From an optimization exercise on the open Yosys and OpenROAD flow, aimed at small area and a short achievable clock period; shortcuts taken in it are not production practice. The RTL of this run was laid out without a check of its function.

**flow/config.mk**
```make
export PLATFORM = sky130hd
export DESIGN_NAME = p2core
export DESIGN_NICKNAME = p2core
export VERILOG_FILES = /design/flow/design.v
export SDC_FILE = /design/flow/constraint.sdc
export NUM_CORES = 8
export LEC_CHECK = 0
export CAP_MARGIN = 20
export CORE_MARGIN = 2
export CORE_UTILIZATION = 30
export PLACE_DENSITY = 0.4
export SLEW_MARGIN = 20
```
**flow/constraint.sdc**
```tcl
create_clock -name core_clock -period 90.0 [get_ports {clk}]
set_input_delay 18.0000 -clock core_clock [delete_from_list [all_inputs] [get_ports {clk}]]
set_output_delay 18.0000 -clock core_clock [all_outputs]
set_load 0.01 [all_outputs]
```
**flow/design.v**
```verilog
module p2core (
    input  logic        clk,
    input  logic        rst,
    output logic [31:0] imem_pc,
    input  logic [63:0] imem_word,
    input  logic        imem_ok,
    output logic        dmem_re,
    output logic        dmem_we,
    output logic [11:0] dmem_addr,
    output logic [31:0] dmem_wdata,
    input  logic [31:0] dmem_rdata,
    output logic        ret_valid,
    output logic [31:0] ret_pc,
    output logic        ret_has_dest,
    output logic [3:0]  ret_rd,
    output logic [31:0] ret_value,
    output logic        halted,
    output logic        fault,
    output logic [2:0]  fault_code,
    output logic [31:0] fault_pc,
    output logic [63:0] fault_info,
    output logic [31:0] cycles,
    output logic [31:0] retired
);
    localparam int NA        = 16;
    localparam int NP        = 24;
    localparam int NIQ       = 8;
    localparam int NROB      = 16;
    localparam int NLSQ      = 8;
    localparam int DMEM_SIZE = 4096;
    localparam logic [31:0] PC_BASE = 32'd4000;
    localparam logic [3:0] OP_MOVC  = 4'h1, OP_ADD  = 4'h2, OP_SUB  = 4'h3, OP_AND = 4'h4,
                           OP_OR    = 4'h5, OP_XOR  = 4'h6, OP_MUL  = 4'h7, OP_DIV = 4'h8,
                           OP_LOAD  = 4'h9, OP_STORE = 4'hA, OP_BZ  = 4'hB, OP_BNZ = 4'hC,
                           OP_JUMP  = 4'hD, OP_NOP  = 4'hE, OP_HALT = 4'hF;
    localparam logic [1:0] CL_INT = 2'd0, CL_MUL = 2'd1, CL_BR = 2'd2;
    localparam logic [2:0] F_ILLEGAL = 3'd1, F_FETCH_RANGE = 3'd2, F_FETCH_ALIGN = 3'd3,
                           F_DIV_ZERO = 3'd4, F_DATA_RANGE = 3'd5;
    typedef struct packed {
        logic [4:0]  tag;
        logic [31:0] value;
        logic        valid;
    } src_t;
    typedef struct packed {
        logic [31:0] pc;
        logic [3:0]  opcode;
        logic [1:0]  cls;
        logic [3:0]  rd;
        logic        has_dest;
        logic [4:0]  dest_tag;
        src_t        src1;
        src_t        src2;
        logic [31:0] imm;
        logic [3:0]  rob_idx;
        logic        has_lsq;
        logic [2:0]  lsq_idx;
    } uop_t;
    typedef struct packed {
        logic has;
        uop_t uop;
    } latch_t;
    typedef struct packed {
        logic        has;
        logic [3:0]  rob_idx;
        logic        has_dest;
        logic [4:0]  dest_tag;
        logic [31:0] value;
    } res_t;
    typedef struct packed {
        logic [31:0] pc;
        logic [3:0]  opcode;
        logic        has_dest;
        logic [3:0]  rd;
        logic [4:0]  pd;
        logic [31:0] result;
        logic        result_valid;
        logic        complete;
    } rob_t;
    typedef struct packed {
        logic        is_store;
        logic [31:0] addr;
        logic        addr_valid;
        logic [31:0] data;
        logic        data_ready;
        logic [4:0]  dest_tag;
        logic [3:0]  rob_idx;
    } lsq_t;
    localparam int UOP_W = 164;
    localparam int ROB_W = 80;
    localparam int LSQ_W = 76;
    localparam int RES_W = 43;
    logic [31:0]                q_pc, n_pc;
    logic [NA-1:0][31:0]        q_arf, n_arf;
    logic [NP-1:0][31:0]        q_prf_val, n_prf_val;
    logic [NP-1:0]              q_prf_valid, n_prf_valid;
    logic [NA-1:0][4:0]         q_rt_phys, n_rt_phys;
    logic [NA-1:0]              q_rt_src, n_rt_src;
    logic [NP-1:0][4:0]         q_free_slot, n_free_slot;
    logic [4:0]                 q_free_head, n_free_head, q_free_tail, n_free_tail;
    logic [4:0]                 q_free_count, n_free_count;
    logic [NIQ-1:0]             q_iq_alloc, n_iq_alloc;
    logic [NIQ-1:0][UOP_W-1:0]  q_iq_uop, n_iq_uop;
    logic [NROB-1:0][ROB_W-1:0] q_rob, n_rob;
    logic [3:0]                 q_rob_head, n_rob_head, q_rob_tail, n_rob_tail;
    logic [4:0]                 q_rob_count, n_rob_count;
    logic [NLSQ-1:0][LSQ_W-1:0] q_lsq, n_lsq;
    logic [2:0]                 q_lsq_head, n_lsq_head, q_lsq_tail, n_lsq_tail;
    logic [3:0]                 q_lsq_count, n_lsq_count;
    logic                       q_fd_has, n_fd_has;
    logic [31:0]                q_fd_pc, n_fd_pc;
    logic [63:0]                q_fd_word, n_fd_word;
    logic                       q_fd_ok, n_fd_ok;
    latch_t                     q_rdl, n_rdl;
    latch_t                     q_int_in, n_int_in, q_br_in, n_br_in;
    latch_t                     q_mul1, n_mul1, q_mul2, n_mul2, q_mul3, n_mul3, q_mul4, n_mul4;
    res_t                       q_int_out, n_int_out, q_mul_out, n_mul_out;
    res_t                       q_br_out, n_br_out, q_mem_out, n_mem_out;
    logic                       q_fetch_enabled, n_fetch_enabled;
    logic                       q_fetch_skip, n_fetch_skip;
    logic                       q_branch_pending, n_branch_pending;
    logic                       q_mem_busy, n_mem_busy;
    logic                       q_halted, n_halted;
    logic                       q_fault, n_fault;
    logic [2:0]                 q_fault_code, n_fault_code;
    logic [31:0]                q_fault_pc, n_fault_pc;
    logic [63:0]                q_fault_info, n_fault_info;
    logic [31:0]                q_cycles, n_cycles;
    logic [31:0]                q_retired, n_retired;
    logic                       q_ret_valid, n_ret_valid;
    logic [31:0]                q_ret_pc, n_ret_pc;
    logic                       q_ret_has_dest, n_ret_has_dest;
    logic [3:0]                 q_ret_rd, n_ret_rd;
    logic [31:0]                q_ret_value, n_ret_value;
    wire [31:0] m4_a     = q_mul4.uop.src1.value;
    wire [31:0] m4_b     = q_mul4.uop.src2.value;
    wire [31:0] m4_prod  = m4_a * m4_b;
    wire        m4_aneg  = m4_a[31];
    wire        m4_bneg  = m4_b[31];
    wire [31:0] m4_amag  = m4_aneg ? (~m4_a + 32'd1) : m4_a;
    wire [31:0] m4_bmag  = m4_bneg ? (~m4_b + 32'd1) : m4_b;
    wire [31:0] m4_qmag  = (m4_bmag == 32'd0) ? 32'd0 : (m4_amag / m4_bmag);
    wire [31:0] m4_quot  = (m4_aneg ^ m4_bneg) ? (~m4_qmag + 32'd1) : m4_qmag;
    wire [31:0] m4_value = (q_mul4.uop.opcode == OP_DIV) ? m4_quot : m4_prod;
    lsq_t head_e;
    assign head_e     = q_lsq[q_lsq_head];
    assign dmem_addr  = head_e.addr[11:0];
    assign dmem_wdata = head_e.data;
    logic mem_write, mem_read;
    assign dmem_we = mem_write & ~rst;
    assign dmem_re = mem_read & ~rst;
    logic        stop;
    logic [3:0][RES_W-1:0] outs;
    res_t        o;
    rob_t        re, tr;
    lsq_t        le, tl;
    uop_t        u, tu;
    logic [31:0] a, b, v, target;
    logic        taken, found;
    logic [2:0]  kfree;
    logic [3:0]  r;
    logic [2:0]  l;
    logic [31:0] off;
    logic [3:0]  op, f_rd, f_rs1, f_rs2;
    logic [1:0]  d_cls;
    logic        d_rd, d_s1, d_s2, d_imm, d_mem, illegal;
    src_t        s1, s2;
    logic [4:0]  t, p;
    always_comb begin
        n_pc = q_pc;                 n_arf = q_arf;
        n_prf_val = q_prf_val;       n_prf_valid = q_prf_valid;
        n_rt_phys = q_rt_phys;       n_rt_src = q_rt_src;
        n_free_slot = q_free_slot;   n_free_head = q_free_head;
        n_free_tail = q_free_tail;   n_free_count = q_free_count;
        n_iq_alloc = q_iq_alloc;     n_iq_uop = q_iq_uop;
        n_rob = q_rob;               n_rob_head = q_rob_head;
        n_rob_tail = q_rob_tail;     n_rob_count = q_rob_count;
        n_lsq = q_lsq;               n_lsq_head = q_lsq_head;
        n_lsq_tail = q_lsq_tail;     n_lsq_count = q_lsq_count;
        n_fd_has = q_fd_has;         n_fd_pc = q_fd_pc;
        n_fd_word = q_fd_word;       n_fd_ok = q_fd_ok;
        n_rdl = q_rdl;
        n_int_in = q_int_in;         n_br_in = q_br_in;
        n_mul1 = q_mul1;             n_mul2 = q_mul2;
        n_mul3 = q_mul3;             n_mul4 = q_mul4;
        n_int_out = q_int_out;       n_mul_out = q_mul_out;
        n_br_out = q_br_out;         n_mem_out = q_mem_out;
        n_fetch_enabled = q_fetch_enabled;
        n_fetch_skip = q_fetch_skip;
        n_branch_pending = q_branch_pending;
        n_mem_busy = q_mem_busy;
        n_halted = q_halted;
        n_fault = q_fault;           n_fault_code = q_fault_code;
        n_fault_pc = q_fault_pc;     n_fault_info = q_fault_info;
        n_cycles = q_cycles;         n_retired = q_retired;
        n_ret_valid = 1'b0;          n_ret_pc = q_ret_pc;
        n_ret_has_dest = q_ret_has_dest;
        n_ret_rd = q_ret_rd;         n_ret_value = q_ret_value;
        mem_write = 1'b0;  mem_read = 1'b0;
        stop = 1'b0;
        outs = '0;  o = '0;  re = '0;  le = '0;  u = '0;  tr = '0;  tl = '0;  tu = '0;
        a = '0;  b = '0;  v = '0;  target = '0;  taken = 1'b0;  found = 1'b0;
        kfree = '0;  r = '0;  l = '0;  off = '0;
        op = '0;  f_rd = '0;  f_rs1 = '0;  f_rs2 = '0;
        d_cls = CL_INT;  d_rd = 1'b0;  d_s1 = 1'b0;  d_s2 = 1'b0;  d_imm = 1'b0;  d_mem = 1'b0;
        illegal = 1'b0;  s1 = '0;  s2 = '0;  t = '0;  p = '0;
        if (!q_halted && !q_fault) begin
            n_cycles = q_cycles + 32'd1;
            if (n_rob_count != 5'd0) begin
                re = n_rob[n_rob_head];
                if (re.complete) begin
                    if (re.has_dest) begin
                        for (int i = 0; i < NA; i++) begin
                            if (re.rd == 4'(i)) begin
                                n_arf[i] = re.result;
                                if (n_rt_src[i] && n_rt_phys[i] == re.pd)
                                    n_rt_src[i] = 1'b0;
                            end
                        end
                        for (int i = 0; i < NP; i++)
                            if (n_free_tail == 5'(i)) n_free_slot[i] = re.pd;
                        n_free_tail  = (n_free_tail == 5'(NP - 1)) ? 5'd0 : n_free_tail + 5'd1;
                        n_free_count = n_free_count + 5'd1;
                    end
                    n_retired = n_retired + 32'd1;
                    if (re.opcode == OP_HALT) n_halted = 1'b1;
                    n_rob_head  = n_rob_head + 4'd1;
                    n_rob_count = n_rob_count - 5'd1;
                    n_ret_valid    = 1'b1;
                    n_ret_pc       = re.pc;
                    n_ret_has_dest = re.has_dest;
                    n_ret_rd       = re.rd;
                    n_ret_value    = re.result;
                end
            end
            outs[0] = n_int_out;
            outs[1] = n_mul_out;
            outs[2] = n_mem_out;
            outs[3] = n_br_out;
            for (int j = 0; j < 4; j++) begin
                o = outs[j];
                if (o.has) begin
                    if (o.has_dest) begin
                        for (int k = 0; k < NIQ; k++) begin
                            if (n_iq_alloc[k]) begin
                                tu = n_iq_uop[k];
                                if (!tu.src1.valid && tu.src1.tag == o.dest_tag) begin
                                    tu.src1.value = o.value;
                                    tu.src1.valid = 1'b1;
                                end
                                if (!tu.src2.valid && tu.src2.tag == o.dest_tag) begin
                                    tu.src2.value = o.value;
                                    tu.src2.valid = 1'b1;
                                end
                                n_iq_uop[k] = tu;
                            end
                        end
                        if (n_rdl.has) begin
                            if (!n_rdl.uop.src1.valid && n_rdl.uop.src1.tag == o.dest_tag) begin
                                n_rdl.uop.src1.value = o.value;
                                n_rdl.uop.src1.valid = 1'b1;
                            end
                            if (!n_rdl.uop.src2.valid && n_rdl.uop.src2.tag == o.dest_tag) begin
                                n_rdl.uop.src2.value = o.value;
                                n_rdl.uop.src2.valid = 1'b1;
                            end
                        end
                        for (int i = 0; i < NP; i++) begin
                            if (o.dest_tag == 5'(i)) begin
                                n_prf_val[i]   = o.value;
                                n_prf_valid[i] = 1'b1;
                            end
                        end
                        for (int i = 0; i < NROB; i++) begin
                            if (o.rob_idx == 4'(i)) begin
                                tr = n_rob[i];
                                tr.result       = o.value;
                                tr.result_valid = 1'b1;
                                n_rob[i] = tr;
                            end
                        end
                    end
                    for (int i = 0; i < NROB; i++) begin
                        if (o.rob_idx == 4'(i)) begin
                            tr = n_rob[i];
                            tr.complete = 1'b1;
                            n_rob[i] = tr;
                        end
                    end
                end
            end
            n_int_out.has = 1'b0;
            n_mul_out.has = 1'b0;
            n_mem_out.has = 1'b0;
            n_br_out.has  = 1'b0;
            le = n_lsq[n_lsq_head];
            if (n_mem_busy) begin
                if (le.addr >= 32'(DMEM_SIZE)) begin
                    n_fault      = 1'b1;
                    n_fault_code = F_DATA_RANGE;
                    re = n_rob[le.rob_idx];
                    n_fault_pc   = re.pc;
                    n_fault_info = {32'd0, le.addr};
                    stop = 1'b1;
                end else begin
                    if (le.is_store) begin
                        mem_write = 1'b1;
                        for (int i = 0; i < NROB; i++) begin
                            if (le.rob_idx == 4'(i)) begin
                                tr = n_rob[i];
                                tr.complete = 1'b1;
                                n_rob[i] = tr;
                            end
                        end
                    end else begin
                        mem_read = 1'b1;
                        n_mem_out.has      = 1'b1;
                        n_mem_out.rob_idx  = le.rob_idx;
                        n_mem_out.has_dest = 1'b1;
                        n_mem_out.dest_tag = le.dest_tag;
                        n_mem_out.value    = dmem_rdata;
                    end
                    n_lsq_head  = n_lsq_head + 3'd1;
                    n_lsq_count = n_lsq_count - 4'd1;
                    n_mem_busy  = 1'b0;
                end
            end else if (n_lsq_count != 4'd0) begin
                if (le.is_store ? (le.addr_valid && le.data_ready && le.rob_idx == n_rob_head)
                                : le.addr_valid)
                    n_mem_busy = 1'b1;
            end
            if (!stop && n_mul4.has) begin
                if (n_mul4.uop.opcode == OP_DIV && n_mul4.uop.src2.value == 32'd0) begin
                    n_fault      = 1'b1;
                    n_fault_code = F_DIV_ZERO;
                    n_fault_pc   = n_mul4.uop.pc;
                    n_fault_info = 64'd0;
                    stop = 1'b1;
                end else begin
                    n_mul_out.has      = 1'b1;
                    n_mul_out.rob_idx  = n_mul4.uop.rob_idx;
                    n_mul_out.has_dest = 1'b1;
                    n_mul_out.dest_tag = n_mul4.uop.dest_tag;
                    n_mul_out.value    = m4_value;
                    n_mul4.has = 1'b0;
                end
            end
            if (!stop) begin
                n_mul4 = n_mul3;  n_mul3.has = 1'b0;
                n_mul3 = n_mul2;  n_mul2.has = 1'b0;
                n_mul2 = n_mul1;  n_mul1.has = 1'b0;
                if (n_int_in.has) begin
                    u = n_int_in.uop;
                    a = u.src1.value;
                    b = u.src2.value;
                    case (u.opcode)
                        OP_MOVC: v = u.imm;
                        OP_ADD:  v = a + b;
                        OP_SUB:  v = a - b;
                        OP_AND:  v = a & b;
                        OP_OR:   v = a | b;
                        OP_XOR:  v = a ^ b;
                        default: v = 32'd0;
                    endcase
                    if (u.opcode == OP_LOAD || u.opcode == OP_STORE) begin
                        for (int i = 0; i < NLSQ; i++) begin
                            if (u.lsq_idx == 3'(i)) begin
                                tl = n_lsq[i];
                                if (u.opcode == OP_LOAD) begin
                                    tl.addr       = a + u.imm;
                                    tl.addr_valid = 1'b1;
                                end else begin
                                    tl.addr       = b + u.imm;
                                    tl.addr_valid = 1'b1;
                                    tl.data       = a;
                                    tl.data_ready = 1'b1;
                                end
                                n_lsq[i] = tl;
                            end
                        end
                    end else if (u.opcode == OP_NOP || u.opcode == OP_HALT) begin
                        n_int_out.has      = 1'b1;
                        n_int_out.rob_idx  = u.rob_idx;
                        n_int_out.has_dest = 1'b0;
                        n_int_out.dest_tag = 5'd0;
                        n_int_out.value    = 32'd0;
                    end else begin
                        n_int_out.has      = 1'b1;
                        n_int_out.rob_idx  = u.rob_idx;
                        n_int_out.has_dest = 1'b1;
                        n_int_out.dest_tag = u.dest_tag;
                        n_int_out.value    = v;
                    end
                    n_int_in.has = 1'b0;
                end
                if (n_br_in.has) begin
                    u = n_br_in.uop;
                    a = u.src1.value;
                    case (u.opcode)
                        OP_BZ:   begin taken = (a == 32'd0); target = u.pc + u.imm; end
                        OP_BNZ:  begin taken = (a != 32'd0); target = u.pc + u.imm; end
                        default: begin taken = 1'b1;         target = a + u.imm;    end
                    endcase
                    n_branch_pending = 1'b0;
                    if (taken) begin
                        n_pc            = target;
                        n_fd_has        = 1'b0;
                        n_fetch_skip    = 1'b1;
                        n_fetch_enabled = 1'b1;
                    end
                    n_br_out.has      = 1'b1;
                    n_br_out.rob_idx  = u.rob_idx;
                    n_br_out.has_dest = 1'b0;
                    n_br_out.dest_tag = 5'd0;
                    n_br_out.value    = 32'd0;
                    n_br_in.has = 1'b0;
                end
                found = 1'b0;
                for (int k = 0; k < NIQ; k++) begin
                    tu = n_iq_uop[k];
                    if (!found && n_iq_alloc[k] && tu.cls == CL_INT &&
                        tu.src1.valid && tu.src2.valid) begin
                        found = 1'b1;
                        n_int_in.has = 1'b1;
                        n_int_in.uop = tu;
                        n_iq_alloc[k] = 1'b0;
                    end
                end
                found = 1'b0;
                for (int k = 0; k < NIQ; k++) begin
                    tu = n_iq_uop[k];
                    if (!found && n_iq_alloc[k] && tu.cls == CL_MUL &&
                        tu.src1.valid && tu.src2.valid) begin
                        found = 1'b1;
                        n_mul1.has = 1'b1;
                        n_mul1.uop = tu;
                        n_iq_alloc[k] = 1'b0;
                    end
                end
                found = 1'b0;
                for (int k = 0; k < NIQ; k++) begin
                    tu = n_iq_uop[k];
                    if (!found && n_iq_alloc[k] && tu.cls == CL_BR &&
                        tu.src1.valid && tu.src2.valid) begin
                        found = 1'b1;
                        n_br_in.has = 1'b1;
                        n_br_in.uop = tu;
                        n_iq_alloc[k] = 1'b0;
                    end
                end
                if (n_rdl.has) begin
                    found = 1'b0;
                    for (int k = 0; k < NIQ; k++) begin
                        if (!found && !n_iq_alloc[k]) begin
                            found = 1'b1;
                            kfree = 3'(k);
                        end
                    end
                    if (found && n_rob_count != 5'(NROB) &&
                        !(n_rdl.uop.has_lsq && n_lsq_count == 4'(NLSQ))) begin
                        u = n_rdl.uop;
                        r = n_rob_tail;
                        tr.pc           = u.pc;
                        tr.opcode       = u.opcode;
                        tr.has_dest     = u.has_dest;
                        tr.rd           = u.rd;
                        tr.pd           = u.dest_tag;
                        tr.result       = 32'd0;
                        tr.result_valid = 1'b0;
                        tr.complete     = 1'b0;
                        for (int i = 0; i < NROB; i++)
                            if (r == 4'(i)) n_rob[i] = tr;
                        n_rob_tail  = n_rob_tail + 4'd1;
                        n_rob_count = n_rob_count + 5'd1;
                        l = 3'd0;
                        if (u.has_lsq) begin
                            l = n_lsq_tail;
                            tl.is_store   = (u.opcode == OP_STORE);
                            tl.addr       = 32'd0;
                            tl.addr_valid = 1'b0;
                            tl.data       = 32'd0;
                            tl.data_ready = 1'b0;
                            tl.dest_tag   = u.dest_tag;
                            tl.rob_idx    = r;
                            for (int i = 0; i < NLSQ; i++)
                                if (l == 3'(i)) n_lsq[i] = tl;
                            n_lsq_tail  = n_lsq_tail + 3'd1;
                            n_lsq_count = n_lsq_count + 4'd1;
                        end
                        u.rob_idx = r;
                        u.lsq_idx = l;
                        for (int k = 0; k < NIQ; k++) begin
                            if (kfree == 3'(k)) begin
                                n_iq_alloc[k] = 1'b1;
                                n_iq_uop[k]   = u;
                            end
                        end
                        n_rdl.has = 1'b0;
                    end
                end
                if (n_fd_has && !n_branch_pending && !n_rdl.has) begin
                    op    = n_fd_word[59:56];
                    f_rd  = n_fd_word[51:48];
                    f_rs1 = n_fd_word[43:40];
                    f_rs2 = n_fd_word[35:32];
                    case (op)
                        OP_MOVC:  {d_cls, d_rd, d_s1, d_s2, d_imm, d_mem} = {CL_INT, 5'b10010};
                        OP_ADD, OP_SUB, OP_AND, OP_OR, OP_XOR:
                                  {d_cls, d_rd, d_s1, d_s2, d_imm, d_mem} = {CL_INT, 5'b11100};
                        OP_MUL, OP_DIV:
                                  {d_cls, d_rd, d_s1, d_s2, d_imm, d_mem} = {CL_MUL, 5'b11100};
                        OP_LOAD:  {d_cls, d_rd, d_s1, d_s2, d_imm, d_mem} = {CL_INT, 5'b11011};
                        OP_STORE: {d_cls, d_rd, d_s1, d_s2, d_imm, d_mem} = {CL_INT, 5'b01111};
                        OP_BZ, OP_BNZ, OP_JUMP:
                                  {d_cls, d_rd, d_s1, d_s2, d_imm, d_mem} = {CL_BR,  5'b01010};
                        default:  {d_cls, d_rd, d_s1, d_s2, d_imm, d_mem} = {CL_INT, 5'b00000};
                    endcase
                    illegal = (n_fd_word[63:56] == 8'h00) || (n_fd_word[63:56] > 8'h0F) ||
                              (d_rd && n_fd_word[55:52] != 4'd0) ||
                              (d_s1 && n_fd_word[47:44] != 4'd0) ||
                              (d_s2 && n_fd_word[39:36] != 4'd0);
                    if (!n_fd_ok) begin
                        off = n_fd_pc - PC_BASE;
                        n_fault      = 1'b1;
                        n_fault_code = (off[1:0] != 2'd0) ? F_FETCH_ALIGN : F_FETCH_RANGE;
                        n_fault_pc   = n_fd_pc;
                        n_fault_info = 64'd0;
                        stop = 1'b1;
                    end else if (illegal) begin
                        n_fault      = 1'b1;
                        n_fault_code = F_ILLEGAL;
                        n_fault_pc   = n_fd_pc;
                        n_fault_info = n_fd_word;
                        stop = 1'b1;
                    end else if (!(d_rd && n_free_count == 5'd0)) begin
                        s1 = '0;  s1.valid = 1'b1;
                        if (d_s1) begin
                            if (!n_rt_src[f_rs1]) begin
                                s1.value = n_arf[f_rs1];
                            end else begin
                                p = n_rt_phys[f_rs1];
                                s1.tag = p;
                                if (n_prf_valid[p]) s1.value = n_prf_val[p];
                                else                s1.valid = 1'b0;
                            end
                        end
                        s2 = '0;  s2.valid = 1'b1;
                        if (d_s2) begin
                            if (!n_rt_src[f_rs2]) begin
                                s2.value = n_arf[f_rs2];
                            end else begin
                                p = n_rt_phys[f_rs2];
                                s2.tag = p;
                                if (n_prf_valid[p]) s2.value = n_prf_val[p];
                                else                s2.valid = 1'b0;
                            end
                        end
                        t = 5'd0;
                        if (d_rd) begin
                            t = n_free_slot[n_free_head];
                            n_free_head  = (n_free_head == 5'(NP - 1)) ? 5'd0 : n_free_head + 5'd1;
                            n_free_count = n_free_count - 5'd1;
                            for (int i = 0; i < NP; i++)
                                if (t == 5'(i)) n_prf_valid[i] = 1'b0;
                            for (int i = 0; i < NA; i++) begin
                                if (f_rd == 4'(i)) begin
                                    n_rt_phys[i] = t;
                                    n_rt_src[i]  = 1'b1;
                                end
                            end
                        end
                        n_rdl.has          = 1'b1;
                        n_rdl.uop.pc       = n_fd_pc;
                        n_rdl.uop.opcode   = op;
                        n_rdl.uop.cls      = d_cls;
                        n_rdl.uop.rd       = d_rd ? f_rd : 4'd0;
                        n_rdl.uop.has_dest = d_rd;
                        n_rdl.uop.dest_tag = t;
                        n_rdl.uop.src1     = s1;
                        n_rdl.uop.src2     = s2;
                        n_rdl.uop.imm      = d_imm ? n_fd_word[31:0] : 32'd0;
                        n_rdl.uop.rob_idx  = 4'd0;
                        n_rdl.uop.has_lsq  = d_mem;
                        n_rdl.uop.lsq_idx  = 3'd0;
                        n_fd_has = 1'b0;
                        if (d_cls == CL_BR) n_branch_pending = 1'b1;
                    end
                end
            end
            if (!stop) begin
                if (n_fetch_skip) begin
                    n_fetch_skip = 1'b0;
                end else if (n_fetch_enabled && !n_fd_has) begin
                    n_fd_has  = 1'b1;
                    n_fd_pc   = n_pc;
                    n_fd_word = imem_word;
                    n_fd_ok   = imem_ok;
                    if (imem_ok && imem_word[63:56] == 8'h0F) n_fetch_enabled = 1'b0;
                    n_pc = n_pc + 32'd4;
                end
            end
        end
    end
    always_ff @(posedge clk) begin
        if (rst) begin
            q_pc <= PC_BASE;
            q_arf <= '0;
            q_prf_val <= '0;
            q_prf_valid <= '0;
            q_rt_phys <= '0;
            q_rt_src <= '0;
            for (int i = 0; i < NP; i++) q_free_slot[i] <= 5'(i);
            q_free_head <= '0;  q_free_tail <= '0;  q_free_count <= 5'(NP);
            q_iq_alloc <= '0;   q_iq_uop <= '0;
            q_rob <= '0;  q_rob_head <= '0;  q_rob_tail <= '0;  q_rob_count <= '0;
            q_lsq <= '0;  q_lsq_head <= '0;  q_lsq_tail <= '0;  q_lsq_count <= '0;
            q_fd_has <= 1'b0;  q_fd_pc <= '0;  q_fd_word <= '0;  q_fd_ok <= 1'b0;
            q_rdl <= '0;
            q_int_in <= '0;  q_br_in <= '0;
            q_mul1 <= '0;  q_mul2 <= '0;  q_mul3 <= '0;  q_mul4 <= '0;
            q_int_out <= '0;  q_mul_out <= '0;  q_br_out <= '0;  q_mem_out <= '0;
            q_fetch_enabled <= 1'b1;
            q_fetch_skip <= 1'b0;
            q_branch_pending <= 1'b0;
            q_mem_busy <= 1'b0;
            q_halted <= 1'b0;
            q_fault <= 1'b0;  q_fault_code <= '0;  q_fault_pc <= '0;  q_fault_info <= '0;
            q_cycles <= '0;  q_retired <= '0;
            q_ret_valid <= 1'b0;  q_ret_pc <= '0;  q_ret_has_dest <= 1'b0;
            q_ret_rd <= '0;  q_ret_value <= '0;
        end else begin
            q_pc <= n_pc;
            q_arf <= n_arf;
            q_prf_val <= n_prf_val;
            q_prf_valid <= n_prf_valid;
            q_rt_phys <= n_rt_phys;
            q_rt_src <= n_rt_src;
            q_free_slot <= n_free_slot;
            q_free_head <= n_free_head;  q_free_tail <= n_free_tail;  q_free_count <= n_free_count;
            q_iq_alloc <= n_iq_alloc;    q_iq_uop <= n_iq_uop;
            q_rob <= n_rob;  q_rob_head <= n_rob_head;  q_rob_tail <= n_rob_tail;  q_rob_count <= n_rob_count;
            q_lsq <= n_lsq;  q_lsq_head <= n_lsq_head;  q_lsq_tail <= n_lsq_tail;  q_lsq_count <= n_lsq_count;
            q_fd_has <= n_fd_has;  q_fd_pc <= n_fd_pc;  q_fd_word <= n_fd_word;  q_fd_ok <= n_fd_ok;
            q_rdl <= n_rdl;
            q_int_in <= n_int_in;  q_br_in <= n_br_in;
            q_mul1 <= n_mul1;  q_mul2 <= n_mul2;  q_mul3 <= n_mul3;  q_mul4 <= n_mul4;
            q_int_out <= n_int_out;  q_mul_out <= n_mul_out;  q_br_out <= n_br_out;  q_mem_out <= n_mem_out;
            q_fetch_enabled <= n_fetch_enabled;
            q_fetch_skip <= n_fetch_skip;
            q_branch_pending <= n_branch_pending;
            q_mem_busy <= n_mem_busy;
            q_halted <= n_halted;
            q_fault <= n_fault;  q_fault_code <= n_fault_code;  q_fault_pc <= n_fault_pc;  q_fault_info <= n_fault_info;
            q_cycles <= n_cycles;  q_retired <= n_retired;
            q_ret_valid <= n_ret_valid;  q_ret_pc <= n_ret_pc;  q_ret_has_dest <= n_ret_has_dest;
            q_ret_rd <= n_ret_rd;  q_ret_value <= n_ret_value;
        end
    end
    assign imem_pc      = q_pc;
    assign ret_valid    = q_ret_valid;
    assign ret_pc       = q_ret_pc;
    assign ret_has_dest = q_ret_has_dest;
    assign ret_rd       = q_ret_rd;
    assign ret_value    = q_ret_value;
    assign halted       = q_halted;
    assign fault        = q_fault;
    assign fault_code   = q_fault_code;
    assign fault_pc     = q_fault_pc;
    assign fault_info   = q_fault_info;
    assign cycles       = q_cycles;
    assign retired      = q_retired;
endmodule
```
**flow/run.sh**
```bash
#!/bin/bash
# synth_recipe.tcl (not shown) runs the flow's synth.tcl, then flattens the netlist and writes it again
# the make line also repeats each setting of config.mk as NAME=value (left out here)
make -C /OpenROAD-flow-scripts/flow DESIGN_CONFIG=/design/flow/config.mk WORK_HOME=/design/flow/orfs CLKGATE_MAP_FILE= SYNTH_SCRIPT=/design/flow/synth_recipe.tcl finish
```
==> summary.txt <==
==> tightest hold or removal path, stage by stage, from the launching register on <==
cell	delay, ps
dfxtp_1	310
nand2_1	60
a21oi_1	50
==> cell families (layout without fill, tap and decap cells) <==
group | after synthesis | after routing | share of synthesized area [%]
adder cells (fa/ha/maj) | 1261 | 1261 | 4.67
other | 0 | 82 | 0
flip-flops | 6028 | 6028 | 29.9
XOR/XNOR | 1037 | 1037 | 2.25
AND/OR/NAND/NOR | 19500 | 19500 | 19.9
multiplexers | 4773 | 4773 | 15.4
buffers and inverters | 6212 | 6005 | 5.88
AO/OA/AOI/OAI | 14300 | 14300 | 22.0
==> layer usage <==
layer,track usage [%],share of wire [%]
met4,20.2,7.2
met3,6.56,8.5
met1,42.7,41
met2,50.9,43
met5,0,0.022
==> stage by stage <==
stage / area, um2 / hold slack [ps] / instances / setup WS [ps]
after floorplan: 404000 / 420 / 53200 / 7690
after global placement: 439000 / 433 / 69300 / 5280
after detailed placement: 439000 / 441 / 69300 / 5990
after CTS: 466000 / 435 / 70700 / 5410
after global routing: 466000 / 448 / 70700 / 20.8
final: 466000 / 447 / 70800 / 5580
==> timing repair <==
item | 4_1_cts | 5_1_grt
buffers inserted | 0 | 0
resized for setup | 0 | 7
setup endpoints to repair | 0 | 27
==> sequential cells by signal, indices dropped and copies added, names as in the netlist, 43 cells and up, named ones only <==
register,count
q_arf,512
q_int_out,43
q_lsq,608
q_fd_word,64
q_mul4,110
q_mem_out,43
q_int_in,113
q_mul_out,43
q_prf_val,768
q_fault_info,64
q_rdl,158
q_free_slot,120
q_rob,1264
q_iq_uop,1264
q_mul3,110
q_br_in,105
q_mul2,110
q_mul1,110
q_rt_phys,80
==> area by class of cell <==
| cell class | instances | area (um2) |
|---|---|---|
| Tap cell | 17800 | 22200 |
| Inverter | 793 | 2980 |
| Antenna cell | 82 | 205 |
| Sequential cell | 6028 | 121000 |
| Clock buffer | 1163 | 23000 |
| Fill cell | 140000 | 877000 |
| Clock inverter | 257 | 3440 |
| Multi-Input combinational cell | 40900 | 263000 |
| Timing Repair Buffer | 3792 | 30500 |
==> cells in the final DEF (no fill, tap or decap), types with 188 or more instances in the layout <==
cell             synthesis  layout
fa_1                   411     411
o21ai_0               2110    2101
mux4_2                1100    1087
mux2i_1               3230    3212
inv_1                  791     790
clkbuf_16                0     784
clkdlybuf4s50_1          0     410
a21oi_1               5670    5646
nor2_1                6371    6228
ha_1                   850     850
a22oi_1                309     309
nand3_1                836     799
clkbuf_8                 0     191
buf_4                   16    3301
clkbuf_1              4625     188
and2_1                 263     258
a21o_1                 198     198
xor2_1                 428     410
xnor2_1                607     588
dfxtp_1               6028    5884
nor3_1                1302    1274
a31oi_1                199     191
nand2_1               9582    9484
a211oi_1              3044    3023
o211ai_1              1293    1293
o22ai_1                339     338
mux2_2                 439     437
==> final timing paths <==
check | endpoint | depth (start not counted)
setup reg to reg | q_mul_out[30]$_SDFFE_PP0P_ | 378
setup / recovery | q_mul_out[30]$_SDFFE_PP0P_ | 378
hold / removal | q_mul2[91]$_SDFFE_PP0P_ | 2
hold reg to reg | q_mul2[91]$_SDFFE_PP0P_ | 2
==> results by group <==
Floorplan
  • Core footprint: 1,340,000 um2
  • Die Span X: 1160 um
  • Die H: 1160 um
  • Row cnt: 426
  • Die footprint: 1,350,000 um2
  • Number of I/O pins: 412
  • Starting Density: 30.0%

Yosys
  • Share of the synthesized area in the top cell type: 29.9%
  • Distinct cells, synth: 133
  • Area contributors post-synth: dfxtp_1 (30%), nand2_1 (8.9%), mux2i_1 (8.0%)
  • Mapped Nets: 54,500
  • Ys async rst share: 0%
  • Most common cell in the synthesized netlist: nand2_1
  • Synthesized instance count: 53,200
  • Register area share after synthesis: 29.9%
  • Most frequent cells after synthesis: nand2_1 (9,582), nor2_1 (6,371), dfxtp_1 (6,028)
  • #FFs+latches synth: 6,028
  • Yosys top cell by area: dfxtp_1
  • Yosys warns: 1
  • Syn_area_per_cell: 7.59 um2
  • Synth Cell Area: 404,000 um2
  • Synth Flop Type: dfxtp_1
  • Post-synth EDFFs: 0

Worst setup path
  • WP buf/inv: 65
  • Largest delay share family, worst path: compound AO/OA/AOI/OAI gates
  • CP required: 91,090 ps
  • Crit. End Element: flop
  • Critical path launch point type: flop
  • Worst setup startpoint: q_mul4[57]$_SDFFE_PP0P_
  • R2R Setup Slk: 5580 ps
  • Arrival time worst endpoint: 85,510 ps
  • Crit Path Category: flop to flop
  • CP max stage delay: 660 ps
  • Critical path's slowest cell: or4b_2
  • Crit-path max FO: 21
  • Worst reg2reg startpoint: q_mul4[57]$_SDFFE_PP0P_
  • Cell mode on critical path: buf_4

Clock tree
  • CTS root buf: clkbuf_16
  • CTS Sinks: 6,028
  • TritonCTS Buffers: 778
  • CTS tree: built
  • Worst-Skew Late Latency: 1290 ps
  • Max clock buf depth: 5
  • H-tree levels: 6
  • Clk slew on worst S/H paths: 60 ps
  • CTS Hold Bufs: 0

GRT
  • Tot GR Track Use: 33.1%
  • Largest net degree at the start of global routing: 200
  • First-pass GRT wire length: 3,230,000 um
  • Grt ovf: 0
  • Initial antenna violation count: 214
  • Vias in the first global route: 397,000

Timing
  • Setup-failing EPs final: 0
  • Clock Skew: 173 ps
  • Tmin final: 84,420 ps
  • Unrepaired setup endpoints after global routing: false
  • Tcrit/Tclk final: 93.8%
  • Fin. Hold Viols: 0
  • Slew headroom: 9.55%
  • Worst-Margin Slew: 1360 ps
  • Setup tns final: 0 ps
  • Final Max Slew Viols: 0
  • Max Clock Freq: 0.0118 GHz

Drt
  • DR vias: 421,000
  • Drt pass-1 iters: 8
  • Final WL: 2,350,000 um
  • # DRC: 0
  • DR WL/cell: 33.2 um
  • Post-DRT Antenna Nets: 0
  • Via density: 5.95
  • Initial DRC count: 50,500

Final layout
  • Final Core Density: 34.7%
  • Layout cell share with drive strength beyond 1: 13.3%
  • Layout area overhead: 15.5%
  • Final #Nets: 53,700

Worst hold path
  • Worst Min Path Start: q_mul1[91]$_SDFFE_PP0P_
  • Hold crit path type: flop to flop

Placed design
  • HPWL Detailed: 1,550,000 um
  • Routability Congestion: 0.929
  • # port buffers: 411

Run status
  • Outcome: timing/DRC/antenna clean

Run
  • Number of max-cap violations: 0

[separate check: timing with driven ports]
The flow's constraints put no driver on any port. The routed layout listed below was extracted and timed again, unchanged, in two steps.
Step 1 assumes that a clkbuf_16 drives the clock port and a buf_2 every other input.
Step 2 moves the port delays by t, midway between the first and last clock arrival at a register: inputs arrive t later, outputs are due t later. That takes back most of the time a late clock gives input paths.
a / b / c = ideal ports / drivers / drivers and shift; a / b = the first two.
t (ns): 1.395
setup WS [ns]: 5.579 / 5.579 / 5.579
slew at the worst register clock pin (ns): 0.07 / 0.07
After both steps setup and hold are still met in this run. The setup slack of this run moves by 0.000 ns with the drivers and by 0.000 ns with both steps.
